This is an optimization exercise on Yosys and OpenROAD, whose aim is small area, a short achievable clock period and few clock cycles, not a production implementation. At most, simulation tests tie the RTL to the original design; equivalence was not proved. Only the layout flow was run in runs 1 to 3; the RTL was not checked for function there. Power figures rest on the tool's default switching activity, not on a simulated workload.

File: design/flow/flow/run.sh
#!/bin/bash
# Layout flow: the standard ORFS flow (standard.sh), with these make
# variables changed (the clock period and the constraints are the standard flow's):
#   ADDER_MAP_FILE=     yosys leaves adders to abc instead of mapping them to
#                       the fa/ha cells (the registers are the same)
#   ABC_AREA=1          abc's area script
#   SETUP_SLACK_MARGIN  repair_timing works on paths until this much slack
#   BUFFER_PORTS_ARGS   the cell that buffers each input and output port
#   CTS_BUF_LIST        the clock tree's buffers
# Each step's full log is in orfs/logs/, make's own output in flow_make.log.
set -uo pipefail
bash standard.sh ADDER_MAP_FILE= ABC_AREA=1 SETUP_SLACK_MARGIN=5.7 'BUFFER_PORTS_ARGS=-buffer_cell sky130_fd_sc_hd__buf_1' CTS_BUF_LIST=sky130_fd_sc_hd__clkbuf_8 finish > flow_make.log 2>&1
File: design/flow/standard.sh
#!/bin/bash
# synth_recipe.tcl (not shown) runs the flow's synth.tcl, then flattens the netlist and writes it again
# the make line also repeats each setting of config.mk as NAME=value (left out here)
make -C /OpenROAD-flow-scripts/flow DESIGN_CONFIG=/design/flow/config.mk WORK_HOME=/design/flow/orfs CLKGATE_MAP_FILE= SYNTH_SCRIPT=/design/flow/synth_recipe.tcl "${@:-finish}"
File: design/flow/config.mk
export PLATFORM = sky130hd
export DESIGN_NAME = jel_cap
export DESIGN_NICKNAME = jel_cap
export VERILOG_FILES = /design/flow/design.v
export SDC_FILE = /design/flow/constraint.sdc
export NUM_CORES = 4
export LEC_CHECK = 0
export CAP_MARGIN = 20
export CORE_MARGIN = 2
export CORE_UTILIZATION = 40
export SLEW_MARGIN = 20
File: design/flow/constraint.sdc
create_clock -name core_clock -period 10.0 [get_ports {clk}]
set_input_delay 2.0000 -clock core_clock [delete_from_list [all_inputs] [get_ports {clk}]]
set_output_delay 2.0000 -clock core_clock [all_outputs]
set_load 0.01 [all_outputs]
File: design/flow/design.v
module jel_cap (
    input  wire        clk,
    input  wire        rst,           
    input  wire        cmd_valid,
    output wire        cmd_ready,
    input  wire [2:0]  cmd_op,
    input  wire [31:0] cmd_arg,
    input  wire [7:0]  cmd_b,         
    input  wire [31:0] cmd_wb,        
    input  wire [31:0] cmd_hb,        
    input  wire        cmd_ecc,       
    input  wire        cmd_elen,      
    output reg         rsp_valid,
    output wire [7:0]  rsp_code,      
    output wire [31:0] rsp_value
);
    localparam OP_ECCLEN  = 3'd0;
    localparam OP_ECCCEIL = 3'd1;
    localparam OP_CAPECC  = 3'd2;
    localparam OP_RAWCAP  = 3'd3;
    localparam OP_CAP     = 3'd4;
    localparam C_OK       = 6'h00;    
    localparam C_BLOCKLEN = 6'h09;    
    localparam C_OPCODE   = 6'h0B;    
    localparam C_FRAME    = 6'h0C;    
    localparam C_CAPACITY = 6'h11;    
    localparam C_RESOURCE = 6'h29;    
    reg        rdy;           
    reg        s_mul, s_div, s_fin, s_post, s_err;
    reg        first;         
    reg        f_ecclen, f_eccceil, f_capecc, f_raw, f_cap;
    reg        ecc, elen;
    reg        nzero;         
    reg [5:0]  code;
    reg [31:0] acc;           
    reg        ovf;           
    reg [31:0] y;             
    reg        ybig;          
    reg [31:0] h;             
    reg [7:0]  ptr;           
    reg [7:0]  d;             
    reg [9:0]  d3;            
    reg [7:0]  k;             
    reg [9:0]  k3;            
    reg [7:0]  rem;
    reg [3:0]  dq;            
    assign cmd_ready = rdy;
    assign rsp_value = acc;
    assign rsp_code  = {1'b0, code, 1'b0};
    wire accept = cmd_valid && rdy;
    function automatic [7:0] top_nib(input [31:0] x);
        reg [3:0] bz, tb, nh;
        integer j;
        begin
            for (j = 0; j < 4; j = j + 1) begin
                bz[j] = |x[8*j +: 8];
                nh[j] = |x[8*j+4 +: 4];
            end
            tb[3] = bz[3];
            tb[2] = bz[2] & ~bz[3];
            tb[1] = bz[1] & ~(bz[3] | bz[2]);
            tb[0] = ~(bz[3] | bz[2] | bz[1]);
            for (j = 0; j < 4; j = j + 1) begin
                top_nib[2*j+1] = tb[j] & nh[j];
                top_nib[2*j]   = tb[j] & ~nh[j];
            end
        end
    endfunction
    function automatic [3:0] top_val(input [31:0] x);
        begin
            top_val = nib_at(x, top_nib(x));
        end
    endfunction
    function automatic [3:0] nib_at(input [31:0] x, input [7:0] p);
        integer i;
        begin
            nib_at = 4'd0;
            for (i = 0; i < 8; i = i + 1) nib_at = nib_at | (x[4*i +: 4] & {4{p[i]}});
        end
    endfunction
    wire [9:0] d1 = {2'b00, d};
    wire [9:0] d2 = {1'b0, d, 1'b0};
    wire [3:0] nib = nib_at(h, ptr);
    wire [9:0] stA, stB;
    r4step u_sa (.t({rem, nib[3:2]}), .a1(d1), .a2(d2), .a3(d3), .qr(stA));
    r4step u_sb (.t({stA[7:0], nib[1:0]}), .a1(d1), .a2(d2), .a3(d3), .qr(stB));
    wire s_dq = s_div | s_fin;
    wire inc  = s_fin & (f_ecclen | (f_eccceil & (rem != 8'd0)));
    wire [11:0] k1x = {4'd0, k};
    wire [11:0] k2x = {3'd0, k, 1'b0};
    wire [11:0] k3x = {2'd0, k3};
    wire [11:0] k4x = {2'd0, k, 2'b00};
    wire [1:0]  qa = dq[3:2];
    wire [2:0]  qb = {1'b0, dq[1:0]} + {2'b00, inc};
    wire [11:0] ma = ({12{qa == 2'd1}} & k1x) | ({12{qa == 2'd2}} & k2x) |
                     ({12{qa == 2'd3}} & k3x);
    wire [11:0] mb = ({12{qb == 3'd1}} & k1x) | ({12{qb == 3'd2}} & k2x) |
                     ({12{qb == 3'd3}} & k3x) | ({12{qb == 3'd4}} & k4x);
    wire [3:0]  fill = (f_cap & elen) ? (s_fin ? 4'd12 : 4'd15) : 4'd0;
    wire        sel0 = (s_mul & h[0]) | s_post;
    wire        sel1 = s_mul & h[1];
    wire [31:0] opa  = s_dq ? {acc[27:0], fill} : acc;
    wire [31:0] row0 = ({32{sel0}} & y) | ({32{s_dq}} & {18'd0, ma, 2'b00});
    wire [31:0] row1 = ({32{sel1}} & {y[30:0], 1'b0}) | ({32{s_dq}} & {20'd0, mb});
    wire pre_ovf = s_mul ? (((h[0] | h[1]) & (ybig | y[31])) | (h[1] & y[30]))
                         : (acc[31:27] != 5'd0);
    wire [31:0] cs_s = opa ^ row0 ^ row1;
    wire [31:0] cs_c = (opa & row0) | (opa & row1) | (row0 & row1);
    wire [32:0] sum;
    wire        sum_co;
    skadd #(.W(33)) u_add (.a({1'b0, cs_s}), .b({cs_c, 1'b0}), .cin(1'b0), .s(sum), .cout(sum_co));
    wire ovf_n = ovf | pre_ovf | sum[32] | sum[31];
    wire mul_last = (h[31:2] == 30'd0);
    wire cap_bad = (acc[31:3] == 29'd0) && (acc[2:0] <= 3'd4);    
    wire dk_zero = (dq == 4'd0) || (k == 8'd0);
    wire dk_le4  = dk_zero || (dq == 4'd1 && k <= 8'd4) || (dq == 4'd2 && k <= 8'd2) ||
                   ((dq == 4'd3 || dq == 4'd4) && k == 8'd1);
    wire fin_bad = elen ? ((&acc) && dk_le4) : ((acc == 32'd0) && dk_zero);
    wire [7:0] k_n = f_ecclen ? d + 8'd5 : f_eccceil ? d : d - 8'd5;
    wire d_le4  = (d <= 8'd4);
    wire b_err  = f_ecclen ? (d >= 8'd251 || d == 8'd0) :
                  (f_eccceil | f_capecc) ? d_le4 :
                  f_cap ? (ecc & d_le4) : 1'b0;
    wire op_err = ~(f_ecclen | f_eccceil | f_capecc | f_raw | f_cap);
    wire [5:0] err_code = op_err ? C_OPCODE :
                          (f_ecclen && d == 8'd0) ? C_FRAME : C_BLOCKLEN;
    wire is_mulop = cmd_op[2] | (cmd_op[1] & cmd_op[0]);
    wire [7:0] in_d = (cmd_op == OP_ECCLEN) ? cmd_b - 8'd5 : cmd_b;
    wire [9:0] in_d3;
    wire       in_d3_co;
    skadd #(.W(10)) u_d3 (.a({2'b00, in_d}), .b({1'b0, in_d, 1'b0}), .cin(1'b0), .s(in_d3), .cout(in_d3_co));
    wire [7:0] in_top   = top_nib(cmd_arg);
    wire       in_big   = (cmd_op == OP_ECCLEN) ? (cmd_b > 8'd20) : (cmd_b > 8'd15);
    wire       in_skip  = in_big && (|cmd_arg[31:4]);
    wire [7:0] in_ptr   = in_big ? {1'b0, in_top[7:2], in_top[1] | in_top[0]} : in_top;
    wire [7:0] acc_top  = top_nib(acc);
    wire       acc_big  = (d > 8'd15);
    wire       acc_skip = acc_big && (|acc[31:4]);
    wire [7:0] acc_ptr  = acc_big ? {1'b0, acc_top[7:2], acc_top[1] | acc_top[0]} : acc_top;
    always @(posedge clk) begin
        if (rst) begin
            rdy       <= 1'b1;
            s_mul     <= 1'b0;
            s_div     <= 1'b0;
            s_fin     <= 1'b0;
            s_post    <= 1'b0;
            s_err     <= 1'b0;
            rsp_valid <= 1'b0;
        end else begin
            rsp_valid <= 1'b0;
            s_fin     <= 1'b0;
            s_err     <= 1'b0;
            s_post    <= 1'b0;
            if (accept) begin
                rdy <= 1'b0;
                if (is_mulop) s_mul <= 1'b1;
                else          s_div <= 1'b1;
            end
            if (s_mul && mul_last) begin
                s_mul <= 1'b0;
                if (ovf_n) begin
                    s_err <= 1'b1;
                    code  <= C_RESOURCE;
                end else if (f_raw || !(ecc || elen)) begin
                    if (f_cap && nzero) begin
                        s_err <= 1'b1;
                        code  <= C_CAPACITY;
                    end else begin
                        rdy       <= 1'b1;
                        rsp_valid <= 1'b1;
                        code      <= C_OK;
                    end
                end else begin
                    s_post <= 1'b1;
                end
            end
            if (s_div && ptr[0]) begin
                s_div <= 1'b0;
                s_fin <= 1'b1;
            end
            if (s_fin) begin
                if (f_cap) begin
                    if (fin_bad) begin
                        s_err <= 1'b1;
                        code  <= C_CAPACITY;
                    end else begin
                        rdy       <= 1'b1;
                        rsp_valid <= 1'b1;
                        code      <= C_OK;
                    end
                end else if (ovf_n) begin
                    s_err <= 1'b1;
                    code  <= C_RESOURCE;
                end else begin
                    rdy       <= 1'b1;
                    rsp_valid <= 1'b1;
                    code      <= C_OK;
                end
            end
            if (s_post) begin
                if (ecc) begin
                    s_div <= 1'b1;
                end else if (cap_bad) begin
                    s_err <= 1'b1;
                    code  <= C_CAPACITY;
                end else begin
                    rdy       <= 1'b1;
                    rsp_valid <= 1'b1;
                    code      <= C_OK;
                end
            end
            if (first && (b_err || op_err)) begin
                s_mul     <= 1'b0;
                s_div     <= 1'b0;
                s_fin     <= 1'b0;
                s_post    <= 1'b0;
                s_err     <= 1'b1;
                rdy       <= 1'b0;
                rsp_valid <= 1'b0;
                code      <= err_code;
            end
            if (s_err) begin
                rdy       <= 1'b1;
                rsp_valid <= 1'b1;
            end
        end
    end
    always @(posedge clk) begin
        first <= accept && !rst;
        k     <= k_n;
        k3    <= {2'b00, k_n} + {1'b0, k_n, 1'b0};
        acc  <= sum[31:0];
        y    <= {y[29:0], 2'b00};
        ybig <= ybig | y[31] | y[30];
        ptr  <= {1'b0, ptr[7:1]};
        ovf  <= ovf_n;
        rem <= stB[7:0];
        dq  <= {stA[9:8], stB[9:8]};
        if (rdy || s_err || (s_post && ecc && !elen))
            acc <= 32'd0;
        if (s_post && ecc && elen)
            acc <= 32'hFFFF_FFFF;
        if (rdy || s_mul || s_post) begin
            rem <= 8'd0;
            dq  <= 4'd0;
        end
        if (rdy && in_skip)
            rem <= {4'd0, nib_at(cmd_arg, in_top)};
        if (s_post && acc_skip)
            rem <= {4'd0, nib_at(acc, acc_top)};
        if (rdy) begin
            f_ecclen  <= (cmd_op == OP_ECCLEN);
            f_eccceil <= (cmd_op == OP_ECCCEIL);
            f_capecc  <= (cmd_op == OP_CAPECC);
            f_raw     <= (cmd_op == OP_RAWCAP);
            f_cap     <= (cmd_op == OP_CAP);
            ecc       <= cmd_ecc;
            elen      <= cmd_elen;
            nzero     <= (cmd_wb == 32'd0) || (cmd_hb == 32'd0);
            ovf       <= 1'b0;
            ybig      <= 1'b0;
            y         <= cmd_wb;
            h         <= is_mulop ? cmd_hb : cmd_arg;
            ptr       <= in_ptr;
            d         <= in_d;
            d3        <= in_d3;
        end
        if (s_mul) begin
            h    <= {2'b00, h[31:2]};
            if (mul_last)
                y <= elen ? 32'hFFFF_FFFC : 32'd0;    
        end
        if (s_post && ecc) begin
            h    <= acc;
            ptr  <= acc_ptr;
        end
    end
endmodule
module r4step (
    input  wire [9:0] t,
    input  wire [9:0] a1,
    input  wire [9:0] a2,
    input  wire [9:0] a3,
    output wire [9:0] qr
);
    wire [9:0] s1, s2, s3;
    wire       c1, c2, c3;    
    skadd #(.W(10)) u1 (.a(t), .b(~a1), .cin(1'b1), .s(s1), .cout(c1));
    skadd #(.W(10)) u2 (.a(t), .b(~a2), .cin(1'b1), .s(s2), .cout(c2));
    skadd #(.W(10)) u3 (.a(t), .b(~a3), .cin(1'b1), .s(s3), .cout(c3));
    assign qr = c3 ? {2'd3, s3[7:0]} :
                c2 ? {2'd2, s2[7:0]} :
                c1 ? {2'd1, s1[7:0]} :
                     {2'd0, t[7:0]};
endmodule
module skadd #(parameter W = 36) (
    input  wire [W-1:0] a,
    input  wire [W-1:0] b,
    input  wire         cin,
    output wire [W-1:0] s,
    output wire         cout
);
    localparam L = (W + 1 <= 2) ? 1 : (W + 1 <= 4) ? 2 : (W + 1 <= 8) ? 3 :
                   (W + 1 <= 16) ? 4 : (W + 1 <= 32) ? 5 : 6;
    wire [W:0] gg [0:L];
    wire [W:0] pp [0:L];
    assign gg[0] = {a & b, cin};
    assign pp[0] = {a ^ b, 1'b0};
    genvar l, i;
    generate
        for (l = 0; l < L; l = l + 1) begin : g_lv
            for (i = 0; i <= W; i = i + 1) begin : g_bt
                if ((i >> l) & 1) begin : g_op
                    localparam integer J = ((i >> l) << l) - 1;
                    assign gg[l+1][i] = gg[l][i] | (pp[l][i] & gg[l][J]);
                    assign pp[l+1][i] = pp[l][i] & pp[l][J];
                end else begin : g_pass
                    assign gg[l+1][i] = gg[l][i];
                    assign pp[l+1][i] = pp[l][i];
                end
            end
        end
    endgenerate
    assign s    = (a ^ b) ^ gg[L][W-1:0];
    assign cout = gg[L][W];
endmodule
==> flow_summary.yaml, run 1 <==
critical_path:
  required_ns: 10.37
  arrival_ns: 4.34
  cp-end-kind: "register"
  start_kind: "register"
  slowest_delay_ns: 0.47
  path_class: "reg -> reg"
  crit_family: "simple AND/OR/NAND/NOR gates"
  cp_slowest_cell: "edfxtp_1"
  critPathBufInv: 1
  crit_top_cell: "nand2_1"
  critPathMaxFanout: 10
cells_and_area:
  antennaDiodeCount: 0
  fin_util_pct: 44.64
  postLayoutCellArea_um2: 16420
  final_common_cell: "nand2_1"
  areaGrowthSynthToFinish_pct: 9.558
  drive_gt1_share_pct: 7.300
  multiInputGateArea_um2: 9335
  regArea_um2: 4124
  nets: 2647
  layout_common_cells: "nand2_1 (693), inv_1 (293), nor2_1 (252)"
  nFillCells: 3997
place:
  port_buffers: 151
  place_ws_ns: 5.502
  gp_congestion: 0.9857
  dp_hpwl_um: 42430
  placed_area_um2: 15870
timing:
  drv_slew: 0
  slew-limit-headroom_pct: 31.67
  post-route-min-period_ns: 3.975
  finalHoldViolations: 0
  worst_slack_ns: 6.025
  tightestPinTransition_ns: 1.016
  fin_crit_sh_pct: 39.75
  rsz0062_at_grt: "yes"
  max_freq_ghz: 0.2516
  tns_ns: 0
  worst_clock_skew_ns: 0.01721
  setup_viol: 0
floorplanning:
  rows: 70
  start_util_pct: 40.74
  die-area_um2: 39030
  die_h_um: 197.6
  coreArea_um2: 36790
  die_w_um: 197.6
  io_pins: 154
yosys:
  synth_top_family_by_area: "simple AND/OR/NAND/NOR gates"
  synthCells: 2411
  synth_edf_count: 63
  synth_top_flop_cell: "dfxtp_1"
  yosysWarningCount: 3
  synth_top_cell_by_area: "nand2_1"
  ys_seq_area_share_pct: 27.45
  syn_avg_cell_area_um2: 6.217
  synth_area_leaders: "nand2_1 (17%), dfxtp_1 (15%), edfxtp_1 (13%), inv_1 (7.3%), nor2_1 (6.4%)"
  muxShareOfSynthArea_pct: 0.1336
  synth-xor-area-share_pct: 5.117
  synthSimpleGateAreaFrac_pct: 38.61
  post_synth_fa_ha_maj_area_fraction_pct: 0
  ys_ff_latch: 174
  synth_compound_area_share_pct: 17.96
  synth_top_cell_area_share_pct: 17.41
  async_reset_ff_share_pct: 0
  netlist-cell-type-count: 68
  syn-cell-area_um2: 14990
pwr:
  swShare_pct: 50.66
  p_comb_share_pct: 56.4
  p_leak_uw: 0.007560
  p_int_uw: 1775
  power.switching_uw: 1822
  powerDensity_nw_per_um2: 219.0
  p_clk_share_pct: 14.6
  irDropWorstVdd_v: 0.0001184
  seqPwrFrac_pct: 29.0
job:
  drv_cap: 0
routing:
  routed_wl_um: 54470
  first_pass_iters: 6
  vias: 16710
  drtAntennaViolNets: 0
  drt_iter0_markers: 1554
  remaining_drc_errors: 0
  wl_per_cell_um: 18.06
  vias_per_cell: 5.542
global_routing:
  grt_start_max_net_pins: 75
  grt_antenna_before_repair: 0
  overflow: 0
  grt_pass1_wl_um: 84080
  track_usage_pct: 27.86
  grt_pass1_vias: 15270
run_status:
  status: "no timing/DRC/antenna violations"
cts:
  numClockSinks: 174
  clkSlewWorstSetupHoldPaths_ns: 0.10
  clk_latency_ns: 0.51
  cts_buffer_depth: 2
  cts_tree: "done"
  cts-root-buf: "clkbuf_8"
  holdBufCountCts: 0
  cts_max_level: 4
  cts_buffers: 17
min_path:
  hold_path.class: "reg -> reg"
## cells by family after synthesis
logic type             after synthesis
other                                1
buffers and inverters              394
multiplexers                         2
AO/OA/AOI/OAI                      434
flip-flops                         174
AND/OR/NAND/NOR                   1321
XOR/XNOR                            85
## flip-flops by register name, indices dropped and copies added (netlist names), 4 cells and up
register,cells
acc,32
h,32
y,32
k3,10
d3,9
d,8
ptr,8
rem,8
k,7
code,6
dq,4
## repair_timing
action	4_1_cts	5_1_grt
setup endpoints to repair	4	27
buffers inserted	0	9
pin swaps	1	3
cloned	1	1
resized for setup	0	18
## synthesized netlist by cell type, types with 21 or more instances
master	instances
xor2_1	55
a21oi_1	99
nor2_1	254
nor4_1	44
nand4_1	42
o21ai_0	128
inv_2	25
inv_1	291
xnor2_1	27
nand2_1	695
dfxtp_1	111
nor3_1	22
o221ai_1	40
clkbuf_1	43
a31oi_1	39
nand2_2	21
edfxtp_1	63
nand3_1	169
o21ai_1	24
## power by group through the flow
stage | logic [uW] | registers [uW] | clock network (uW)
2_1_floorplan | 1550 | 965 | 0
4_1_cts | 1980 | 1040 | 534
6_report | 2030 | 1040 | 524
3_5_place_dp | 1970 | 1050 | 0
3_3_place_gp | 1950 | 1050 | 0
5_1_grt | 2280 | 1050 | 560
## routing by layer
layer / vias to the layer above / wire, um / track usage [%]
li1: 8262 / - / -
met4: 0 / 2111 / 11.47
met1: 7703 / 23830 / 36.24
met5: - / 0 / 0
met2: 634 / 25030 / 46.69
met3: 115 / 3499 / 3.466
## worst min-delay path, delay by kind of cell (launching register included)
family          cells  cell delay [ns]
simple gates        1             0.06
flops               1             0.32
compound gates      1             0.07
## cell type report
class / count / share of cell area (%)
clock buffer: 20 / 1.676
sequential: 174 / 25.11
multi-input combinational: 1846 / 56.85
timing repair buffer: 175 / 4.671
inverter: 321 / 7.383
tap: 468 / 3.566
clock inverter: 12 / 0.7391
## per-stage QoR
stage	power [uW]	std cells	hold WS [ns]
2_1_floorplan	2516	2412	0.4381
4_1_cts	3554	3006	0.4964
3_5_place_dp	3022	2973	0.4814
6_report	3597	3016	0.4951
5_1_grt	3894	3016	0.5250
3_3_place_gp	3000	2973	0.4755
## path summary, 6_finish.rpt
path	startpoint	end	slack (ns)	cells after the start
max	h[22]	rem[0]	6.02	26
min	y[9]	y[11]	0.50	2
max reg2reg	h[22]	rem[0]	6.02	26
min reg2reg	y[9]	y[11]	0.50	2
==> inputs of run 2 (changes only) <==
--- a/design/flow/flow/run.sh
+++ b/design/flow/flow/run.sh
@@ -11,2 +11,2 @@
 set -uo pipefail
-bash standard.sh ADDER_MAP_FILE= ABC_AREA=1 SETUP_SLACK_MARGIN=5.7 'BUFFER_PORTS_ARGS=-buffer_cell sky130_fd_sc_hd__buf_1' CTS_BUF_LIST=sky130_fd_sc_hd__clkbuf_8 finish > flow_make.log 2>&1
+bash standard.sh ADDER_MAP_FILE= ABC_AREA=1 SETUP_SLACK_MARGIN=6.0 TNS_END_PERCENT=0 'BUFFER_PORTS_ARGS=-buffer_cell sky130_fd_sc_hd__buf_1' CTS_BUF_LIST=sky130_fd_sc_hd__clkbuf_8 finish > flow_make.log 2>&1
==> flow_summary.yaml, run 2 <==
run_status:
  status: "no timing/DRC/antenna violations"
pwr:
  power_uw: 3823
  powerDensity_nw_per_um2: 223.4
  p_leak_uw: 0.007916
  irDropWorstVdd_v: 0.0001243
routing:
  wl_per_cell_um: 18.24
  routed_wl_um: 56070
  drtAntennaViolNets: 0
  vias: 17100
  drt_iter0_markers: 1690
  remaining_drc_errors: 0
  vias_per_cell: 5.566
  first_pass_iters: 7
timing:
  worst_clock_skew_ns: 0.01786
  max_freq_ghz: 0.2626
  tightestPinTransition_ns: 1.254
  post-route-min-period_ns: 3.808
  finalHoldViolations: 0
  slew-limit-headroom_pct: 14.26
  rsz0062_at_grt: "yes"
  fin_crit_sh_pct: 38.08
  setup_viol: 0
  tns_ns: 0
  holdWs_ns: 0.4998
  drv_slew: 0
place:
  dp_hpwl_um: 42430
  gp_congestion: 0.9857
  post-place-cells: 2973
  port_buffers: 151
floorplanning:
  die_w_um: 197.6
  start_util_pct: 40.74
  rows: 70
  coreArea_um2: 36790
  die_h_um: 197.6
  die-area_um2: 39030
  io_pins: 154
yosys:
  synth_area_leaders: "nand2_1 (17%), dfxtp_1 (15%), edfxtp_1 (13%), inv_1 (7.3%), nor2_1 (6.4%)"
  async_reset_ff_share_pct: 0
  synth_commonest_cells: "nand2_1 (695), inv_1 (291), nor2_1 (254)"
  yosysMostFrequentCell: "nand2_1"
  syn-cell-area_um2: 14990
  netlist-cell-type-count: 68
  synthCells: 2411
  ys_seq_area_share_pct: 27.45
  synth_top_flop_cell: "dfxtp_1"
  synth_top_cell_by_area: "nand2_1"
  ys_ff_latch: 174
  syn_avg_cell_area_um2: 6.217
  yosysWarningCount: 3
  synth_edf_count: 63
  synth_top_cell_area_share_pct: 17.41
global_routing:
  grt_pass1_vias: 15290
  overflow: 0
  grt_pass1_wl_um: 84190
  track_usage_pct: 27.89
  grt_antenna_before_repair: 0
  grt_start_max_net_pins: 75
critical_path:
  critPathMaxFanout: 9
  start_kind: "register"
  cp-end-kind: "register"
  path_class: "reg -> reg"
  required_ns: 10.38
  arrival_ns: 4.19
cts:
  clk_latency_ns: 0.51
  numClockSinks: 174
  clkSlewWorstSetupHoldPaths_ns: 0.10
  cts_buffer_depth: 2
  cts_buffers: 17
  cts_tree: "done"
  cts-root-buf: "clkbuf_8"
  cts_max_level: 4
  holdBufCountCts: 0
cells_and_area:
  nets: 2704
  antennaDiodeCount: 0
  layout_common_cells: "nand2_1 (682), inv_1 (293), nor2_1 (243)"
  areaGrowthSynthToFinish_pct: 14.16
  final_common_cell: "nand2_1"
  largestRegisters: "acc (32), h (32), y (32)"
  finalNonFillerCells: 3073
  drive_gt1_share_pct: 10.52
job:
  drv_cap: 0
min_path:
  hold_path.class: "reg -> reg"
## run 2: cell counts after synthesis
No cell type changed its count.
## run 2: cell families after synthesis
kind of cell | synth area share (%)
AO/OA/AOI/OAI | 17.96
XOR/XNOR | 5.117
buffers and inverters | 10.70
flip-flops | 27.45
multiplexers | 0.1336
other | 0.02502
AND/OR/NAND/NOR | 38.61
## run 2: worst paths after layout
check | startpoint | endpoint | slack (ns) | cells after the start
worst max-delay path | h[22] | rem[2] | 6.19 | 25
worst min-delay path | y[9] | y[11] | 0.50 | 2
worst max register to register | h[22] | rem[2] | 6.19 | 25
worst min register to register | y[9] | y[11] | 0.50 | 2
## run 2: layout make-up
type	instances	area, um2
inverters	321	1221
multi-input cells	1848	9545
repair buffers	230	1230
fillers	3939	19680
clock inverters	12	121.4
flip-flops and latches	174	4131
clock buffers	20	275.3
well taps	468	585.6
## run 2: timing repair
action,CTS,global route
pin swaps,1,25
buffers inserted,5,57
resized for setup,5,70
setup endpoints to repair,18,33
cloned,1,5
## run 2: where the power goes
group | internal [uW] | leakage [uW] | switching, uW | total (uW)
clock network | 239 | 0.000201 | 286 | 525
registers | 866 | 0.00156 | 176 | 1040
logic | 812 | 0.00615 | 1440 | 2260
## run 2: worst max-delay path, cell delays in order, from the launching register on
cell	delay (ns)
edfxtp_1	0.46
nand2_1	0.12
nand2_1	0.06
nor2_2	0.16
nand4_1	0.16
buf_4	0.19
nand4_1	0.08
nand3b_1	0.17
nand2_1	0.13
nand2_2	0.08
nand2_4	0.12
nand2_4	0.10
nand2_1	0.10
nand3_1	0.08
nand3_1	0.14
nand2_1	0.14
nand2_1	0.12
o21ai_1	0.14
nand2_1	0.12
nand3_2	0.12
a21oi_4	0.30
inv_2	0.15
a21oi_1	0.17
nand2_1	0.08
nand2_1	0.11
a21oi_1	0.09
## run 2: per-stage QoR
stage / util [%] / worst slack [ns] / instance area [um2]
after floorplan: - / 6.052 / 14990
after global placement: 43.15 / 5.682 / 15870
after detailed placement: 43.15 / 5.502 / 15870
after CTS: 44.41 / 5.998 / 16340
after global routing: 46.51 / 5.953 / 17110
final: 46.51 / 6.192 / 17110
## run 2: layer usage
| layer | routed length [um] | track usage (%) |
|---|---|---|
| met1 | 24230 | 36.32 |
| met5 | 0 | 0 |
| met3 | 3828 | 3.756 |
| met4 | 2286 | 11.39 |
| met2 | 25720 | 46.52 |
==> inputs of run 3 (changes only) <==
--- a/design/flow/flow/run.sh
+++ b/design/flow/flow/run.sh
@@ -11,2 +11,2 @@
 set -uo pipefail
-bash standard.sh ADDER_MAP_FILE= ABC_AREA=1 SETUP_SLACK_MARGIN=6.0 TNS_END_PERCENT=0 'BUFFER_PORTS_ARGS=-buffer_cell sky130_fd_sc_hd__buf_1' CTS_BUF_LIST=sky130_fd_sc_hd__clkbuf_8 finish > flow_make.log 2>&1
+bash standard.sh ADDER_MAP_FILE= ABC_AREA=1 SETUP_SLACK_MARGIN=5.7 TNS_END_PERCENT=0 'BUFFER_PORTS_ARGS=-buffer_cell sky130_fd_sc_hd__buf_1' CTS_BUF_LIST=sky130_fd_sc_hd__clkbuf_8 finish > flow_make.log 2>&1
==> flow_summary.yaml, run 3 <==
routing:
  routed_wl_um: 54440
  drt_iter0_markers: 1552
  remaining_drc_errors: 0
  first_pass_iters: 7
  wl_per_cell_um: 18.05
  drtAntennaViolNets: 0
  vias_per_cell: 5.535
  vias: 16700
cells_and_area:
  nets: 2647
  areaGrowthSynthToFinish_pct: 9.508
  final_common_cell: "nand2_1"
  finalNonFillerCells: 3016
  multiInputGateArea_um2: 9328
  antennaDiodeCount: 0
  drive_gt1_share_pct: 7.261
  nFillCells: 3997
  largestRegisters: "acc (32), h (32), y (32)"
  regArea_um2: 4124
  layout_common_cells: "nand2_1 (694), inv_1 (293), nor2_1 (252)"
yosys:
  syn_avg_cell_area_um2: 6.217
  synth_edf_count: 63
  synth_top_flop_cell: "dfxtp_1"
  synth_commonest_cells: "nand2_1 (695), inv_1 (291), nor2_1 (254)"
  async_reset_ff_share_pct: 0
  netlist-cell-type-count: 68
  syn-cell-area_um2: 14990
  synth_area_leaders: "nand2_1 (17%), dfxtp_1 (15%), edfxtp_1 (13%), inv_1 (7.3%), nor2_1 (6.4%)"
  ys_ff_latch: 174
  yosysWarningCount: 3
  ys_seq_area_share_pct: 27.45
  synthCells: 2411
  yosysMostFrequentCell: "nand2_1"
  synth_top_cell_area_share_pct: 17.41
  synth_top_cell_by_area: "nand2_1"
place:
  post-place-cells: 2973
  port_buffers: 151
  gp_congestion: 0.9857
  dp_hpwl_um: 42430
floorplanning:
  coreArea_um2: 36790
  rows: 70
  die_w_um: 197.6
  io_pins: 154
  die_h_um: 197.6
  die-area_um2: 39030
  start_util_pct: 40.74
critical_path:
  crit_top_cell: "nand2_1"
  required_ns: 10.37
  rrSetupSlack_ns: 5.99
  critPathMaxFanout: 10
  crit_family: "simple AND/OR/NAND/NOR gates"
  slowest_delay_ns: 0.49
  cp_slowest_cell: "edfxtp_1"
  cp-end-kind: "register"
  arrival_ns: 4.38
  path_class: "reg -> reg"
  start_kind: "register"
  critPathBufInv: 1
global_routing:
  track_usage_pct: 27.86
  overflow: 0
  grt_start_max_net_pins: 75
  grt_antenna_before_repair: 0
  grt_pass1_vias: 15270
  grt_pass1_wl_um: 84080
cts:
  clk_latency_ns: 0.51
  numClockSinks: 174
  cts_max_level: 4
  cts-root-buf: "clkbuf_8"
  cts_tree: "done"
  cts_buffers: 17
  clkSlewWorstSetupHoldPaths_ns: 0.10
  cts_buffer_depth: 2
timing:
  setup_viol: 0
  post-route-min-period_ns: 4.009
  slew-limit-headroom_pct: 31.02
  tightestPinTransition_ns: 1.025
  holdWs_ns: 0.4954
  worst_clock_skew_ns: 0.01694
  tns_ns: 0
  drv_slew: 0
  finalHoldViolations: 0
  rsz0062_at_grt: "yes"
  fin_crit_sh_pct: 40.09
  max_freq_ghz: 0.2495
pwr:
  powerDensity_nw_per_um2: 219.0
  irDropWorstVdd_v: 0.0001190
  p_leak_uw: 0.007559
  power_uw: 3594
min_path:
  hold_path.class: "reg -> reg"
job:
  drv_cap: 0
run_status:
  status: "no timing/DRC/antenna violations"
-- run 3: layer usage --
layer	part of all wire [%]	track usage [%]	vias to the layer above
li1	-	-	8264
met1	44	36.24	7705
met2	46	46.69	625
met3	6.6	3.466	101
met4	3.8	11.47	0
met5	0	0	-
-- run 3: cell families (layout without fill, tap and decap cells) --
| group | count (synthesis) | in the layout | synth area share, % |
|---|---|---|---|
| and+or+nand+nor | 1321 | 1323 | 38.61 |
| AOI/OAI and AO/OA | 434 | 434 | 17.96 |
| buffers and inverters | 394 | 528 | 10.70 |
| DFF | 174 | 174 | 27.45 |
| xor gates and xnor gates | 85 | 85 | 5.117 |
| muxes | 2 | 2 | 0.1336 |
| other | 1 | 2 | 0.02502 |
-- run 3: worst paths after layout --
kind	start	to	depth (start not counted)
hold reg to reg	y[9]	y[11]	2
setup / recovery	h[30]	rem[0]	26
hold / removal	y[9]	y[11]	2
setup reg to reg	h[30]	rem[0]	26
-- run 3: final cells by class --
class,count,share of cell area (%)
Tap cell,468,3.568
Clock buffer,20,1.677
Multi-Input combinational cell,1846,56.83
Timing Repair Buffer,175,4.673
Sequential cell,174,25.13
Inverter,321,7.387
Clock inverter,12,0.7394
-- run 3: stage by stage --
stage          util [%]  area (um2)  worst slack (ns)
3_5_place_dp      43.15       15870             5.502
5_1_grt           44.62       16410             5.642
2_1_floorplan         -       14990             6.052
3_3_place_gp      43.15       15870             5.682
4_1_cts           44.26       16280             5.719
6_report          44.62       16410             5.991
-- run 3: report_power, final --
group          switching, uW  internal (uW)
clock                    286            239
combinational           1360            669
sequential               177            865
-- run 3: what timing repair did --
action | in CTS | in global routing
setup buffers | 0 | 9
endpoints found under the setup margin | 4 | 27
hold buffers | 0 | 0
cloned | 1 | 1
pin swaps | 1 | 2
gates resized for setup | 0 | 16
-- run 3: worst reg2reg max path: stages, from the launching register on --
cell	delay, ns
edfxtp_1	0.49
nand2_1	0.11
nand2_1	0.06
nor2_1	0.20
nand4_1	0.17
buf_4	0.19
nand4_1	0.08
nand3b_1	0.21
nand2_1	0.15
nand2_2	0.09
nand2_4	0.11
nand2_4	0.10
nand2_1	0.12
nand2_1	0.09
nand3b_1	0.13
nand2_2	0.12
nand2_1	0.10
nand2_1	0.05
nand2_1	0.14
nand3b_1	0.14
nand3_2	0.15
a21oi_4	0.38
nand2_1	0.14
nand2_1	0.07
nand2_1	0.06
nand3_1	0.13
a21oi_1	0.08
==> inputs of run 4 (changes only) <==
--- a/design/flow/design.v
+++ b/design/flow/design.v
@@ -68,7 +68,2 @@
     endfunction
-    function automatic [3:0] top_val(input [31:0] x);
-        begin
-            top_val = nib_at(x, top_nib(x));
-        end
-    endfunction
     function automatic [3:0] nib_at(input [31:0] x, input [7:0] p);
--- a/design/flow/flow/run.sh
+++ b/design/flow/flow/run.sh
@@ -11,2 +11,2 @@
 set -uo pipefail
-bash standard.sh ADDER_MAP_FILE= ABC_AREA=1 SETUP_SLACK_MARGIN=5.7 TNS_END_PERCENT=0 'BUFFER_PORTS_ARGS=-buffer_cell sky130_fd_sc_hd__buf_1' CTS_BUF_LIST=sky130_fd_sc_hd__clkbuf_8 finish > flow_make.log 2>&1
+bash standard.sh ADDER_MAP_FILE= ABC_AREA=1 SETUP_SLACK_MARGIN=6 'BUFFER_PORTS_ARGS=-buffer_cell sky130_fd_sc_hd__buf_1' CTS_BUF_LIST=sky130_fd_sc_hd__clkbuf_8 CORE_UTILIZATION=50 finish > flow_make.log 2>&1
==> flow_summary.yaml, run 4 <==
timing:
  fin_crit_sh_pct: 37.96
  slew-limit-headroom_pct: 42.90
  post-route-min-period_ns: 3.796
  finalHoldViolations: 0
  tns_ns: 0
  drv_slew: 0
  tightestPinTransition_ns: 0.8534
  max_freq_ghz: 0.2634
  rsz0062_at_grt: "yes"
  worst_slack_ns: 6.204
  setup_viol: 0
  worst_clock_skew_ns: 0.02304
cells_and_area:
  antennaDiodeCount: 0
  finalNonFillerCells: 2982
  largestRegisters: "acc (32), h (32), y (32)"
  areaGrowthSynthToFinish_pct: 12.81
  drive_gt1_share_pct: 10.19
  nFillCells: 2975
  postLayoutCellArea_um2: 16910
  layout_common_cells: "nand2_1 (681), inv_1 (289), nor2_1 (244)"
  final_common_cell: "nand2_1"
  nets: 2691
yosys:
  ys_seq_area_share_pct: 27.45
  synth_compound_area_share_pct: 17.96
  synth_top_cell_area_share_pct: 17.41
  synth_commonest_cells: "nand2_1 (695), inv_1 (291), nor2_1 (254)"
  yosysWarningCount: 3
  muxShareOfSynthArea_pct: 0.1336
  syn_avg_cell_area_um2: 6.217
  synth_top_flop_cell: "dfxtp_1"
  post_synth_fa_ha_maj_area_fraction_pct: 0
  yosysMostFrequentCell: "nand2_1"
  synth_edf_count: 63
  synthCells: 2411
  synth_area_leaders: "nand2_1 (17%), dfxtp_1 (15%), edfxtp_1 (13%), inv_1 (7.3%), nor2_1 (6.4%)"
  syn-cell-area_um2: 14990
  synth_top_family_by_area: "simple AND/OR/NAND/NOR gates"
  synth-xor-area-share_pct: 5.117
  async_reset_ff_share_pct: 0
  synthSimpleGateAreaFrac_pct: 38.61
  ys_ff_latch: 174
  synth_top_cell_by_area: "nand2_1"
  netlist-cell-type-count: 68
cts:
  cts_max_level: 4
  holdBufCountCts: 0
  cts_buffer_depth: 2
  numClockSinks: 174
  cts-root-buf: "clkbuf_8"
  clk_latency_ns: 0.52
  clkSlewWorstSetupHoldPaths_ns: 0.10
  cts_buffers: 17
  cts_tree: "done"
place:
  placed_area_um2: 15800
  dp_hpwl_um: 42270
  post-place-cells: 2895
  gp_congestion: 0.9573
  port_buffers: 151
  place_ws_ns: 5.693
critical_path:
  path_depth: 12
  arrival_ns: 4.23
  r2r-start: "d[3]"
  cp-end-kind: "register"
  start_kind: "input port"
  required_ns: 10.43
  startpoint: "cmd_arg[23]"
  path_cells: "buf_1 -> nor4_1 -> nand2_1 -> inv_1 -> nand3_1 -> nor2_1 -> inv_1 -> nor2_1 -> a32oi_1 -> a41oi_1 -> nor2_1 -> a21oi_1"
  slowest_delay_ns: 0.49
  reg2reg_depth: 26
  critPathMaxFanout: 6
  crit_family: "simple AND/OR/NAND/NOR gates"
  r2r_end: "rem[0]"
  cp_slowest_cell: "nor4_1"
  rrSetupSlack_ns: 6.23
  critPathBufInv: 3
  crit_top_cell: "nor2_1"
  crit_end: "rem[3]"
  path_class: "in -> reg"
min_path:
  hold_path.class: "reg -> reg"
  hold_path_depth: 2
global_routing:
  grt_start_max_net_pins: 75
  overflow: 0
  grt_pass1_vias: 15240
  grt_pass1_wl_um: 83890
  grt_antenna_before_repair: 0
  track_usage_pct: 34.60
routing:
  routed_wl_um: 55810
  drtAntennaViolNets: 0
  vias: 17160
  vias_per_cell: 5.754
  wl_per_cell_um: 18.71
  drt_iter0_markers: 1627
  first_pass_iters: 6
  remaining_drc_errors: 0
run_status:
  status: "no timing/DRC/antenna violations"
pwr:
  p_leak_uw: 0.007832
  irDropWorstVdd_v: 0.0001756
  power_uw: 3798
  powerDensity_nw_per_um2: 224.6
floorplanning:
  rows: 63
  die_w_um: 177.1
  die_h_um: 177.1
  die-area_um2: 31380
  start_util_pct: 50.70
  coreArea_um2: 29560
  io_pins: 154
job:
  drv_cap: 0
run 4: changes by cell type in the layout (fill, tap and decap cells not counted), sizes merged:
cell,change
clkinvlp,-1
clkinv,+3
nor2,+1
clkbuf,-1
nand3,+1
buf,+39
inv,+1
a21oi,+1
run 4: cell type report:
type	count	area, um2	area share [%]
inverters	321	1224	7.237
multi-input cells	1849	9542	56.43
well taps	390	488.0	2.886
clock buffers	17	234.0	1.384
flip-flops and latches	174	4128	24.41
clock inverters	15	158.9	0.9398
repair buffers	216	1135	6.712
run 4: cells by family after synthesis:
family | Yosys count
flops | 174
compound gates | 434
other cells | 1
buf+inv | 394
simple gates | 1321
xor+xnor | 85
mux | 2
run 4: per-layer routing:
layer	track usage, %	vias up	routed length (um)
li1	-	8367	-
met1	43.67	7952	23330
met2	57.57	701	25760
met3	6.744	138	4350
met4	14.46	0	2367
met5	0	-	0
run 4: timing repair:
| item | in CTS | in global routing |
|---|---|---|
| pin swaps | 1 | 19 |
| cloned | 1 | 5 |
| buffers inserted | 3 | 46 |
| endpoints found under the setup margin | 11 | 32 |
| resized for setup | 2 | 70 |
run 4: worst min-delay path by stage:
stage,startpoint,to,slack [ns]
finish,y[9],y[11],0.50
global route,y[22],y[24],0.51
CTS,y[9],y[11],0.51
detailed placement,y[10],y[12],0.49
global placement,s_err,rsp_valid,0.49
floorplan,s_err,rdy,0.44
run 4: stage by stage:
stage	hold slack (ns)	util (%)
CTS	0.5085	54.90
finish	0.5029	57.20
global route	0.5133	57.20
floorplan	0.4381	-
detailed placement	0.4865	53.43
global placement	0.4922	53.34
run 4: tightest hold or removal path: stages, from the launching register on:
cell,delay [ns]
dfxtp_1,0.33
nand2_1,0.06
a31oi_1,0.07
run 4: report_power, final:
part	leakage [uW]	switching, uW	internal (uW)
logic	0.00607	1450	780
clock network	0.000197	308	225
registers	0.00156	172	866
total	0.00783	1930	1870
Testbench counts of run 4, summed over its fixed seeds: cycles 9,637.
==> inputs of run 5 (changes only) <==
--- a/design/flow/flow/run.sh
+++ b/design/flow/flow/run.sh
@@ -11,2 +11,2 @@
 set -uo pipefail
-bash standard.sh ADDER_MAP_FILE= ABC_AREA=1 SETUP_SLACK_MARGIN=6 'BUFFER_PORTS_ARGS=-buffer_cell sky130_fd_sc_hd__buf_1' CTS_BUF_LIST=sky130_fd_sc_hd__clkbuf_8 CORE_UTILIZATION=50 finish > flow_make.log 2>&1
+bash standard.sh ADDER_MAP_FILE= ABC_AREA=1 SETUP_SLACK_MARGIN=6 'BUFFER_PORTS_ARGS=-buffer_cell sky130_fd_sc_hd__buf_1' CTS_BUF_LIST=sky130_fd_sc_hd__clkbuf_8 CORE_UTILIZATION=20 finish > flow_make.log 2>&1
==> flow_summary.yaml, run 5 <==
yosys:
  synth_commonest_cells: "nand2_1 (695), inv_1 (291), nor2_1 (254)"
  syn-cell-area_um2: 14990
  yosysMostFrequentCell: "nand2_1"
  synth_top_cell_by_area: "nand2_1"
  synth_top_cell_area_share_pct: 17.41
  synthCells: 2411
  async_reset_ff_share_pct: 0
  ys_seq_area_share_pct: 27.45
  synth_area_leaders: "nand2_1 (17%), dfxtp_1 (15%), edfxtp_1 (13%), inv_1 (7.3%), nor2_1 (6.4%)"
  synth_edf_count: 63
  yosysWarningCount: 3
  ys_ff_latch: 174
  syn_avg_cell_area_um2: 6.217
  synth_top_flop_cell: "dfxtp_1"
  netlist-cell-type-count: 68
pwr:
  p_leak_uw: 0.007839
  irDropWorstVdd_v: 0.0001472
  powerDensity_nw_per_um2: 217.0
routing:
  drt_iter0_markers: 1752
  first_pass_iters: 6
  routed_wl_um: 61870
  drtAntennaViolNets: 0
  remaining_drc_errors: 0
  wl_per_cell_um: 17.40
  vias: 17010
  vias_per_cell: 4.782
place:
  placed_area_um2: 16500
  dp_hpwl_um: 47690
  port_buffers: 151
  gp_congestion: 0.9287
  place_ws_ns: 5.490
floorplanning:
  coreArea_um2: 74320
  die_w_um: 277.8
  rows: 100
  start_util_pct: 20.17
  die_h_um: 277.8
  die-area_um2: 77150
  io_pins: 154
global_routing:
  overflow: 0
  grt_start_max_net_pins: 73
  grt_pass1_vias: 15460
  track_usage_pct: 15.29
  grt_antenna_before_repair: 5
  grt_pass1_wl_um: 92010
min_path:
  hold_path.class: "reg -> reg"
  min_from: "y[9]"
cts:
  cts_tree: "done"
  clkSlewWorstSetupHoldPaths_ns: 0.10
  cts_buffers: 17
  holdBufCountCts: 0
  cts_max_level: 4
  numClockSinks: 174
  clk_latency_ns: 0.54
  cts_buffer_depth: 2
  cts-root-buf: "clkbuf_8"
critical_path:
  start_kind: "register"
  crit_top_cell: "nand2_1"
  arrival_ns: 4.24
  cp_slowest_cell: "edfxtp_1"
  path_class: "reg -> reg"
  required_ns: 10.37
  r2r-start: "h[22]"
  critPathMaxFanout: 9
  startpoint: "h[22]"
  slowest_delay_ns: 0.46
  cp-end-kind: "register"
cells_and_area:
  largestRegisters: "acc (32), h (32), y (32)"
  layout_common_cells: "nand2_1 (678), inv_1 (290), nor2_1 (245)"
  drive_gt1_share_pct: 10.05
  fin_util_pct: 23.72
  final_common_cell: "nand2_1"
  nets: 2686
  antennaDiodeCount: 0
  regArea_um2: 4139
  postLayoutCellArea_um2: 17630
  nFillCells: 8523
  areaGrowthSynthToFinish_pct: 17.63
  multiInputGateArea_um2: 9539
timing:
  slew-limit-headroom_pct: 37.77
  fin_crit_sh_pct: 38.66
  rsz0062_at_grt: "yes"
  worst_clock_skew_ns: 0.03227
  worst_slack_ns: 6.134
  tightestPinTransition_ns: 0.9311
  post-route-min-period_ns: 3.866
  max_freq_ghz: 0.2587
  drv_slew: 0
  setup_viol: 0
  finalHoldViolations: 0
  tns_ns: 0
  holdWs_ns: 0.5025
run_status:
  status: "no timing/DRC/antenna violations"
job:
  drv_cap: 0
[run 5: changes by cell type in the layout (fill, tap and decap cells not counted), sizes merged]
cell and change:
clkbuf +3, buf -5, bufinv +1, a21oi -1, nand2 +1, clkinv -1, clkinvlp -3
[run 5: what timing repair did]
action,4_1_cts,5_1_grt
endpoints found under the setup margin,12,35
resized for setup,4,72
setup buffers,3,40
gates cloned,1,6
pin swaps,1,15
hold endpoints to repair,0,0
[run 5: final timing paths]
| path | depth (start not counted) | slack (ns) | to |
|---|---|---|---|
| worst max register to register | 25 | 6.13 | rem[0] |
| worst min-delay path | 2 | 0.50 | y[11] |
| worst min register to register | 2 | 0.50 | y[11] |
| worst max-delay path | 25 | 6.13 | rem[0] |
[run 5: per-stage QoR]
step,cells,power (uW)
2_1_floorplan,2412,2516
3_5_place_dp,3474,3027
4_1_cts,3510,3613
5_1_grt,3556,4117
3_3_place_gp,3474,3023
6_report,3556,3826
[run 5: layer usage]
layer	wire, um	vias to the layer above	track usage, %
met2	28290	654	25.30
met5	46	-	0
met1	26280	7865	18.91
met4	2331	8	5.946
met3	4911	131	3.942
li1	-	8348	-
[run 5: cell type report]
class	instances	share of cell area [%]
sequential	174	23.48
inverter	321	6.905
timing repair buffer	211	6.181
clock inverter	12	0.8942
multi-input combinational	1849	54.11
clock buffer	20	1.561
tap	969	6.877
[run 5: worst max-delay path: cells and delay by family (launching register included)]
kind | cells | cell delay, ns
buf+inv | 1 | 0.16
flops | 1 | 0.46
simple gates | 21 | 2.69
compound gates | 3 | 0.42
[run 5: logic make-up (layout without fill, tap and decap cells)]
group,count (synthesis),in the layout,share of synthesized area [%]
other,1,2,0.02502
and+or+nand+nor,1321,1326,38.61
buffers and inverters,394,564,10.70
DFF,174,174,27.45
AOI/OAI and AO/OA,434,434,17.96
xor gates and xnor gates,85,85,5.117
muxes,2,2,0.1336
[run 5: report_power, final]
| part | total, uW | switching (uW) | internal, uW |
|---|---|---|---|
| logic | 2200 | 1430 | 771 |
| clock network | 578 | 308 | 270 |
| registers | 1050 | 179 | 866 |
| total | 3830 | 1920 | 1910 |
==> inputs of run 6 (changes only) <==
--- a/design/flow/flow/run.sh
+++ b/design/flow/flow/run.sh
@@ -11,2 +11,2 @@
 set -uo pipefail
-bash standard.sh ADDER_MAP_FILE= ABC_AREA=1 SETUP_SLACK_MARGIN=6 'BUFFER_PORTS_ARGS=-buffer_cell sky130_fd_sc_hd__buf_1' CTS_BUF_LIST=sky130_fd_sc_hd__clkbuf_8 CORE_UTILIZATION=20 finish > flow_make.log 2>&1
+bash standard.sh ADDER_MAP_FILE= ABC_AREA=1 SETUP_SLACK_MARGIN=6 'BUFFER_PORTS_ARGS=-buffer_cell sky130_fd_sc_hd__buf_1' CTS_BUF_LIST=sky130_fd_sc_hd__clkbuf_8 CORE_UTILIZATION=25 finish > flow_make.log 2>&1
==> flow_summary.yaml, run 6 <==
routing:
  drtAntennaViolNets: 0
  first_pass_iters: 7
  vias: 16880
  vias_per_cell: 5.021
  wl_per_cell_um: 17.58
  routed_wl_um: 59090
  remaining_drc_errors: 0
  drt_iter0_markers: 1589
cts:
  clkSlewWorstSetupHoldPaths_ns: 0.11
  cts_buffer_depth: 2
  cts_buffers: 17
  holdBufCountCts: 0
  cts_tree: "done"
  numClockSinks: 174
  clk_latency_ns: 0.52
  cts_max_level: 4
  cts-root-buf: "clkbuf_8"
yosys:
  ys_ff_latch: 174
  yosysWarningCount: 3
  netlist-cell-type-count: 68
  yosysMostFrequentCell: "nand2_1"
  syn-cell-area_um2: 14990
  async_reset_ff_share_pct: 0
  synth_area_leaders: "nand2_1 (17%), dfxtp_1 (15%), edfxtp_1 (13%), inv_1 (7.3%), nor2_1 (6.4%)"
  synth_commonest_cells: "nand2_1 (695), inv_1 (291), nor2_1 (254)"
  syn_avg_cell_area_um2: 6.217
  synthCells: 2411
  synth_top_cell_by_area: "nand2_1"
  synth_top_flop_cell: "dfxtp_1"
  synth_edf_count: 63
  synth_top_cell_area_share_pct: 17.41
  ys_seq_area_share_pct: 27.45
cells_and_area:
  layout_common_cells: "nand2_1 (683), inv_1 (290), nor2_1 (244)"
  drive_gt1_share_pct: 10.00
  final_common_cell: "nand2_1"
  areaGrowthSynthToFinish_pct: 15.85
  nFillCells: 6603
  largestRegisters: "acc (32), h (32), y (32)"
  antennaDiodeCount: 0
  nets: 2688
critical_path:
  required_ns: 10.39
  crit_end: "rem[2]"
  path_class: "reg -> reg"
  critPathMaxFanout: 15
  r2r_end: "rem[2]"
  startpoint: "h[22]"
  r2r-start: "h[22]"
  start_kind: "register"
  cp-end-kind: "register"
  arrival_ns: 4.22
  rrSetupSlack_ns: 6.17
  reg2reg_depth: 25
floorplanning:
  start_util_pct: 25.35
  coreArea_um2: 59130
  rows: 89
  die_h_um: 248.9
  io_pins: 154
  die_w_um: 248.9
  die-area_um2: 61930
timing:
  drv_slew: 0
  post-route-min-period_ns: 3.825
  tns_ns: 0
  fin_crit_sh_pct: 38.25
  rsz0062_at_grt: "yes"
  tightestPinTransition_ns: 1.105
  setup_viol: 0
  slew-limit-headroom_pct: 24.44
  max_freq_ghz: 0.2614
  finalHoldViolations: 0
  worst_clock_skew_ns: 0.01700
pwr:
  p_leak_uw: 0.007818
  irDropWorstVdd_v: 0.0001323
  power.switching_uw: 1887
  p_int_uw: 1902
  powerDensity_nw_per_um2: 218.2
  p_comb_share_pct: 57.2
  swShare_pct: 49.80
  p_clk_share_pct: 15.3
  seqPwrFrac_pct: 27.4
  power_uw: 3790
global_routing:
  grt_pass1_wl_um: 88300
  grt_start_max_net_pins: 75
  overflow: 0
  grt_antenna_before_repair: 1
  grt_pass1_vias: 15220
  track_usage_pct: 18.19
min_path:
  hold_path.class: "reg -> reg"
place:
  gp_congestion: 0.9493
  dp_hpwl_um: 45480
  port_buffers: 151
job:
  drv_cap: 0
run_status:
  status: "no timing/DRC/antenna violations"
-- run 6: cell counts after synthesis --
No cell type changed its count.
-- run 6: cell families after synthesis --
group / share of synthesized area, %
AOI/OAI and AO/OA: 17.96
muxes: 0.1336
other: 0.02502
buffers and inverters: 10.70
DFF: 27.45
and+or+nand+nor: 38.61
xor gates and xnor gates: 5.117
-- run 6: worst max-delay path, stage by stage (launching register included) --
cell      delay [ns]
edfxtp_1        0.45
nand2_1         0.11
nand2_1         0.06
nor2_2          0.15
nand4_1         0.20
buf_4           0.21
nand4_1         0.11
nand2_2         0.11
nand3_1         0.09
nand2_1         0.11
nand2_1         0.13
nand2_4         0.15
inv_4           0.14
nand2_1         0.09
nand3b_1        0.13
nand2_2         0.13
nor2_2          0.17
a21oi_4         0.07
nand3_1         0.13
nand3_2         0.11
a21oi_4         0.32
inv_2           0.15
a21oi_1         0.16
nand2_1         0.07
nand2_1         0.08
a21oi_1         0.06
-- run 6: stage by stage --
step	hold WS (ns)	cell area, um2	std cells	setup WS [ns]	util, %
final	0.5119	17360	3362	6.175	29.37
after CTS	0.5163	16730	3313	6.020	28.29
after global placement	0.4878	16250	3277	5.587	27.48
after global routing	0.5409	17360	3362	5.917	29.37
after detailed placement	0.4963	16250	3277	5.499	27.48
after floorplan	0.4381	14990	2412	6.052	-
-- run 6: cell type report --
class	instances	area, um2	share of cell area, %
clock buffer	17	234.0	1.347
clock inverter	15	206.4	1.189
inverter	321	1225	7.054
multi-input combinational	1848	9525	54.86
sequential	174	4133	23.80
tap	773	967.2	5.570
timing repair buffer	214	1074	6.182
-- run 6: worst min path at each step --
stage | slack [ns] | depth (start not counted) | start | endpoint
global route | 0.54 | 2 | y[20] | y[22]
finish | 0.51 | 2 | y[9] | y[11]
floorplan | 0.44 | 2 | s_err | rdy
CTS | 0.52 | 2 | y[21] | y[23]
detailed placement | 0.50 | 2 | y[12] | y[14]
global placement | 0.49 | 2 | y[9] | y[11]
-- run 6: power groups by stage --
stage	clock [uW]	combinational, uW	sequential, uW
after floorplan	0	1550	965
after global placement	0	1960	1050
after detailed placement	0	1960	1050
after CTS	590	1980	1030
after global routing	611	2430	1050
final	582	2170	1040
-- run 6: metal layers --
layer / GRT usage [%] / share of wire (%)
met4: 6.113 / 3.2
met3: 3.072 / 7.2
met1: 23.49 / 43
met2: 30.62 / 46
met5: 0 / 0.022
-- run 6: what timing repair did --
item | CTS | global route
gates cloned | 1 | 4
pin swaps | 1 | 14
endpoints found under the setup margin | 11 | 33
gates resized for setup | 2 | 66
buffers inserted | 3 | 45
==> inputs of run 7 (changes only) <==
--- a/design/flow/flow/run.sh
+++ b/design/flow/flow/run.sh
@@ -11,2 +11,2 @@
 set -uo pipefail
-bash standard.sh ADDER_MAP_FILE= ABC_AREA=1 SETUP_SLACK_MARGIN=6 'BUFFER_PORTS_ARGS=-buffer_cell sky130_fd_sc_hd__buf_1' CTS_BUF_LIST=sky130_fd_sc_hd__clkbuf_8 CORE_UTILIZATION=25 finish > flow_make.log 2>&1
+bash standard.sh ADDER_MAP_FILE= ABC_AREA=1 SETUP_SLACK_MARGIN=6.2 'BUFFER_PORTS_ARGS=-buffer_cell sky130_fd_sc_hd__buf_1' CTS_BUF_LIST=sky130_fd_sc_hd__clkbuf_8 CORE_UTILIZATION=30 finish > flow_make.log 2>&1
==> flow_summary.yaml, run 7 <==
run_status:
  status: "no timing/DRC/antenna violations"
timing:
  drv_slew: 0
  worst_clock_skew_ns: 0.01937
  fin_crit_sh_pct: 36.28
  tns_ns: 0
  worst_slack_ns: 6.372
  holdWs_ns: 0.4922
  rsz0062_at_grt: "yes"
  tightestPinTransition_ns: 1.155
  post-route-min-period_ns: 3.628
  finalHoldViolations: 0
  max_freq_ghz: 0.2756
  setup_viol: 0
  slew-limit-headroom_pct: 20.99
place:
  dp_hpwl_um: 43550
  place_ws_ns: 5.701
  placed_area_um2: 16130
  gp_congestion: 0.9456
  port_buffers: 151
critical_path:
  arrival_ns: 4.00
  start_kind: "register"
  required_ns: 10.38
  critPathMaxFanout: 9
  cp-end-kind: "register"
  path_class: "reg -> reg"
floorplanning:
  die-area_um2: 51770
  rows: 81
  start_util_pct: 30.49
  io_pins: 154
  die_w_um: 227.5
  die_h_um: 227.5
  coreArea_um2: 49150
cells_and_area:
  postLayoutCellArea_um2: 17980
  multiInputGateArea_um2: 9910
  layout_common_cells: "nand2_1 (644), inv_1 (289), nor2_1 (227)"
  final_common_cell: "nand2_1"
  areaGrowthSynthToFinish_pct: 19.96
  nets: 2726
  largestRegisters: "acc (32), h (32), y (32)"
  drive_gt1_share_pct: 14.62
  nFillCells: 5348
  regArea_um2: 4143
yosys:
  muxShareOfSynthArea_pct: 0.1336
  ys_seq_area_share_pct: 27.45
  synth_edf_count: 63
  syn-cell-area_um2: 14990
  synthSimpleGateAreaFrac_pct: 38.61
  synth_top_family_by_area: "simple AND/OR/NAND/NOR gates"
  post_synth_fa_ha_maj_area_fraction_pct: 0
  async_reset_ff_share_pct: 0
  synth_top_cell_by_area: "nand2_1"
  ys_ff_latch: 174
  synth_commonest_cells: "nand2_1 (695), inv_1 (291), nor2_1 (254)"
  synth-xor-area-share_pct: 5.117
  synth_top_flop_cell: "dfxtp_1"
  synth_area_leaders: "nand2_1 (17%), dfxtp_1 (15%), edfxtp_1 (13%), inv_1 (7.3%), nor2_1 (6.4%)"
  netlist-cell-type-count: 68
  yosysWarningCount: 3
  synth_top_cell_area_share_pct: 17.41
  synth_compound_area_share_pct: 17.96
  syn_avg_cell_area_um2: 6.217
  synthCells: 2411
  yosysMostFrequentCell: "nand2_1"
pwr:
  irDropWorstVdd_v: 0.0001352
  p_leak_uw: 0.008156
  powerDensity_nw_per_um2: 222.0
global_routing:
  track_usage_pct: 21.69
  overflow: 0
  grt_pass1_vias: 15110
  grt.busiest_layer: "met2"
  grt_pass1_wl_um: 86220
  grt_start_max_net_pins: 74
  met2_usage_pct: 35.49
  grt_use_met1_pct: 28.42
  grt_antenna_before_repair: 2
  use_met3_pct: 3.201
cts:
  clk_latency_ns: 0.52
  cts_buffers: 17
  clkSlewWorstSetupHoldPaths_ns: 0.10
  cts_tree: "done"
  cts_max_level: 4
  holdBufCountCts: 0
  numClockSinks: 174
  cts_buffer_depth: 2
  cts-root-buf: "clkbuf_8"
routing:
  routed_wl_um: 58010
  remaining_drc_errors: 0
  vias: 17060
  wl_per_cell_um: 17.62
  first_pass_iters: 5
  drt_iter0_markers: 1602
  drtAntennaViolNets: 0
  vias_per_cell: 5.182
job:
  drv_cap: 0
min_path:
  hold_path.class: "reg -> reg"
run 7: cell counts after synthesis:
Identical to the previous run, type by type.
run 7: cells by family after synthesis:
family | count (synthesis)
AOI/OAI and AO/OA | 434
xor gates and xnor gates | 85
buffers and inverters | 394
DFF | 174
muxes | 2
other | 1
and+or+nand+nor | 1321
run 7: repair_timing:
| action | in CTS | in global routing |
|---|---|---|
| resized for setup | 20 | 170 |
| gates cloned | 2 | 4 |
| setup endpoints to repair | 32 | 40 |
| setup buffers | 15 | 70 |
| pin swaps | 4 | 48 |
run 7: through the flow:
step / cells / total power [uW] / utilization [%]
after floorplan: 2412 / 2516 / -
after global placement: 3168 / 3021 / 32.81
after detailed placement: 3168 / 3013 / 32.81
after CTS: 3217 / 3628 / 34.04
after global routing: 3292 / 4283 / 36.58
final: 3292 / 3992 / 36.58
run 7: final cells by class:
class                   instances  area share, %
multi-input cells            1848          55.11
flip-flops and latches        174          23.04
repair buffers                252          8.086
inverters                     321          6.862
well taps                     664          4.621
clock buffers                  17          1.301
clock inverters                15         0.9603
diodes                          1        0.01392
run 7: final timing paths:
check | from | end | slack [ns] | depth (start not counted)
hold reg to reg | y[9] | y[11] | 0.49 | 2
setup reg to reg | h[18] | rem[3] | 6.37 | 26
hold / removal | y[9] | y[11] | 0.49 | 2
setup / recovery | h[18] | rem[3] | 6.37 | 26
run 7: worst max-delay path: stages (launching register included):
cell,delay [ns]
edfxtp_1,0.45
nand2_1,0.09
nand2_1,0.09
nor2_4,0.14
nand4_1,0.12
buf_4,0.17
nand4_1,0.08
nand3b_1,0.16
nand2_2,0.12
nand2_2,0.08
nand2_4,0.14
nand2_8,0.10
nand2_2,0.09
nand2_1,0.06
o21ai_2,0.24
nand3_1,0.15
nand2_2,0.12
nor2_2,0.05
nand3_2,0.08
nand3_2,0.11
a21oi_4,0.33
buf_6,0.16
nand3_1,0.07
nand2_1,0.06
nand2_1,0.05
nand2_1,0.09
a21oi_1,0.07
run 7: where the power goes:
group          switching, uW  internal, uW
registers                176           867
clock network            300           247
logic                   1520           881
total                   2000          1990
run 7: layer usage:
layer	part of all wire, %	vias up
met5	0.019	-
met4	3.8	2
met3	6.6	107
met2	46	677
met1	44	7838
li1	-	8435
==> inputs of run 8 (changes only) <==
--- a/design/flow/flow/run.sh
+++ b/design/flow/flow/run.sh
@@ -11,2 +11,2 @@
 set -uo pipefail
-bash standard.sh ADDER_MAP_FILE= ABC_AREA=1 SETUP_SLACK_MARGIN=6.2 'BUFFER_PORTS_ARGS=-buffer_cell sky130_fd_sc_hd__buf_1' CTS_BUF_LIST=sky130_fd_sc_hd__clkbuf_8 CORE_UTILIZATION=30 finish > flow_make.log 2>&1
+bash standard.sh ADDER_MAP_FILE= ABC_AREA=1 SETUP_SLACK_MARGIN=6 'BUFFER_PORTS_ARGS=-buffer_cell sky130_fd_sc_hd__buf_1' CTS_BUF_LIST=sky130_fd_sc_hd__clkbuf_8 CORE_UTILIZATION=30 finish > flow_make.log 2>&1
==> flow_summary.yaml, run 8 <==
run_status:
  status: "no timing/DRC/antenna violations"
cts:
  holdBufCountCts: 0
  clk_latency_ns: 0.52
  cts_buffer_depth: 2
  cts_max_level: 4
  cts_tree: "done"
  clkSlewWorstSetupHoldPaths_ns: 0.11
  cts_buffers: 17
  numClockSinks: 174
yosys:
  ys_seq_area_share_pct: 27.45
  async_reset_ff_share_pct: 0
  ys_ff_latch: 174
  synth_area_leaders: "nand2_1 (17%), dfxtp_1 (15%), edfxtp_1 (13%), inv_1 (7.3%), nor2_1 (6.4%)"
  synth_top_flop_cell: "dfxtp_1"
  synth_edf_count: 63
  yosysMostFrequentCell: "nand2_1"
  syn-cell-area_um2: 14990
  syn_avg_cell_area_um2: 6.217
  netlist-cell-type-count: 68
timing:
  max_freq_ghz: 0.2679
  drv_slew: 0
  finalHoldViolations: 0
  slew-limit-headroom_pct: 12.43
  tightestPinTransition_ns: 1.281
  tns_ns: 0
  worst_clock_skew_ns: 0.02142
  post-route-min-period_ns: 3.732
  rsz0062_at_grt: "yes"
pwr:
  p_leak_uw: 0.007899
  swShare_pct: 49.68
  powerDensity_nw_per_um2: 218.8
  seqPwrFrac_pct: 27.5
  power_uw: 3785
  p_comb_share_pct: 57.5
  p_int_uw: 1905
  p_clk_share_pct: 15.0
critical_path:
  startpoint: "d[2]"
  path_class: "reg -> reg"
  cp_slowest_cell: "edfxtp_1"
  r2r_end: "rem[0]"
  required_ns: 10.34
  rrSetupSlack_ns: 6.27
  start_kind: "register"
  arrival_ns: 4.07
  path_cells: "inv_2 -> nor2_1 -> nor2_1 -> nand4_1 -> nand3b_1 -> nand2_1 -> nand2_2 -> nand2_4 -> nand2_4 -> nand2_1 -> nand3_1 -> nand3_1 -> nand2_2 -> nand2_1 -> o21ai_0 -> nand2_1 -> nand3_2 -> a21oi_4 -> nand2_1 -> nand2_1 -> nand2_1 -> nand2_1 -> nand3_1 -> a21oi_1"
global_routing:
  track_usage_pct: 21.50
  overflow: 0
  grt_pass1_wl_um: 85370
routing:
  first_pass_iters: 6
  drt_iter0_markers: 1621
  vias: 16890
  drtAntennaViolNets: 0
  remaining_drc_errors: 0
  wl_per_cell_um: 17.51
cells_and_area:
  fin_util_pct: 35.19
  areaGrowthSynthToFinish_pct: 15.42
  layout_common_cells: "nand2_1 (682), inv_1 (293), nor2_1 (244)"
  final_common_cell: "nand2_1"
  drive_gt1_share_pct: 10.27
  largestRegisters: "acc (32), h (32), y (32)"
  antennaDiodeCount: 0
  nets: 2700
floorplanning:
  rows: 81
  die_h_um: 227.5
  die_w_um: 227.5
  io_pins: 154
  start_util_pct: 30.49
place:
  dp_hpwl_um: 43740
  port_buffers: 151
min_path:
  hold_path.class: "reg -> reg"
job:
  drv_cap: 0
==> run 8: changes by cell type in the layout (fill, tap and decap cells not counted), moves of 7 or more <==
cell / delta
nor2_2: -11
nor2_1: +17
nand3_1: +10
nand2_2: -30
nor2_4: -7
buf_4: -16
nand2_1: +38
nand3_2: -8
==> run 8: cell type report <==
class / count / area [um2] / share of cell area, %
Clock inverter: 15 / 192.7 / 1.114
Inverter: 321 / 1216 / 7.030
Clock buffer: 17 / 234.0 / 1.353
Sequential cell: 174 / 4138 / 23.92
Multi-Input combinational cell: 1848 / 9498 / 54.90
Timing Repair Buffer: 226 / 1190 / 6.878
Tap cell: 664 / 830.8 / 4.803
==> run 8: worst min-delay path by stage <==
stage / end / depth (start not counted) / startpoint
floorplan: rdy / 2 / s_err
global placement: y[11] / 2 / y[9]
detailed placement: y[11] / 2 / y[9]
CTS: y[22] / 2 / y[20]
global route: y[11] / 2 / y[9]
finish: y[22] / 2 / y[20]
==> run 8: worst max-delay path: cells and delay by family, from the launching register on <==
family	cells	cell delay (ns)
and+or+nand+nor	20	2.27
buffers and inverters	1	0.23
DFF	1	0.56
AOI/OAI and AO/OA	3	0.48
==> run 8: logic make-up after synthesis <==
| logic type | count (synthesis) | share of synthesized area (%) |
|---|---|---|
| muxes | 2 | 0.1336 |
| and+or+nand+nor | 1321 | 38.61 |
| AOI/OAI and AO/OA | 434 | 17.96 |
| buffers and inverters | 394 | 10.70 |
| xor gates and xnor gates | 85 | 5.117 |
| DFF | 174 | 27.45 |
| other | 1 | 0.02502 |
==> run 8: repair_timing <==
| action | CTS | global route |
|---|---|---|
| gates resized for setup | 4 | 62 |
| cloned | 1 | 5 |
| setup endpoints to repair | 14 | 34 |
| buffers inserted | 7 | 50 |
| endpoints found under the hold margin | 0 | 0 |
| pin swaps | 3 | 15 |
==> run 8: per-stage QoR <==
stage	instance area, um2	hold WS, ns	instances	worst slack [ns]
finish	17300	0.4928	3265	6.268
global route	17300	0.5212	3265	5.952
CTS	16630	0.4951	3210	5.978
detailed placement	16130	0.4817	3170	5.687
global placement	16130	0.4747	3170	5.757
floorplan	14990	0.4381	2412	6.052
==> run 8: metal layers <==
layer / GRT usage [%] / routed length (um)
met5: 0 / 13
met1: 27.79 / 25000
met3: 2.956 / 3513
met4: 9.277 / 2279
met2: 35.79 / 26370
==> run 8: power by group through the flow <==
stage / Combinational [uW] / Sequential, uW / Clock, uW
global route: 2430 / 1050 / 602
CTS: 2010 / 1030 / 581
global placement: 1970 / 1050 / 0
detailed placement: 1970 / 1050 / 0
finish: 2170 / 1040 / 569
floorplan: 1550 / 965 / 0

Setup slack of run 8, layout unchanged: 6.268 ns with ideal ports, 6.245 ns with driving cells assumed (clock clkbuf_16, inputs buf_2), 5.691 ns with port delays also shifted by the 0.554 ns mid clock arrival.
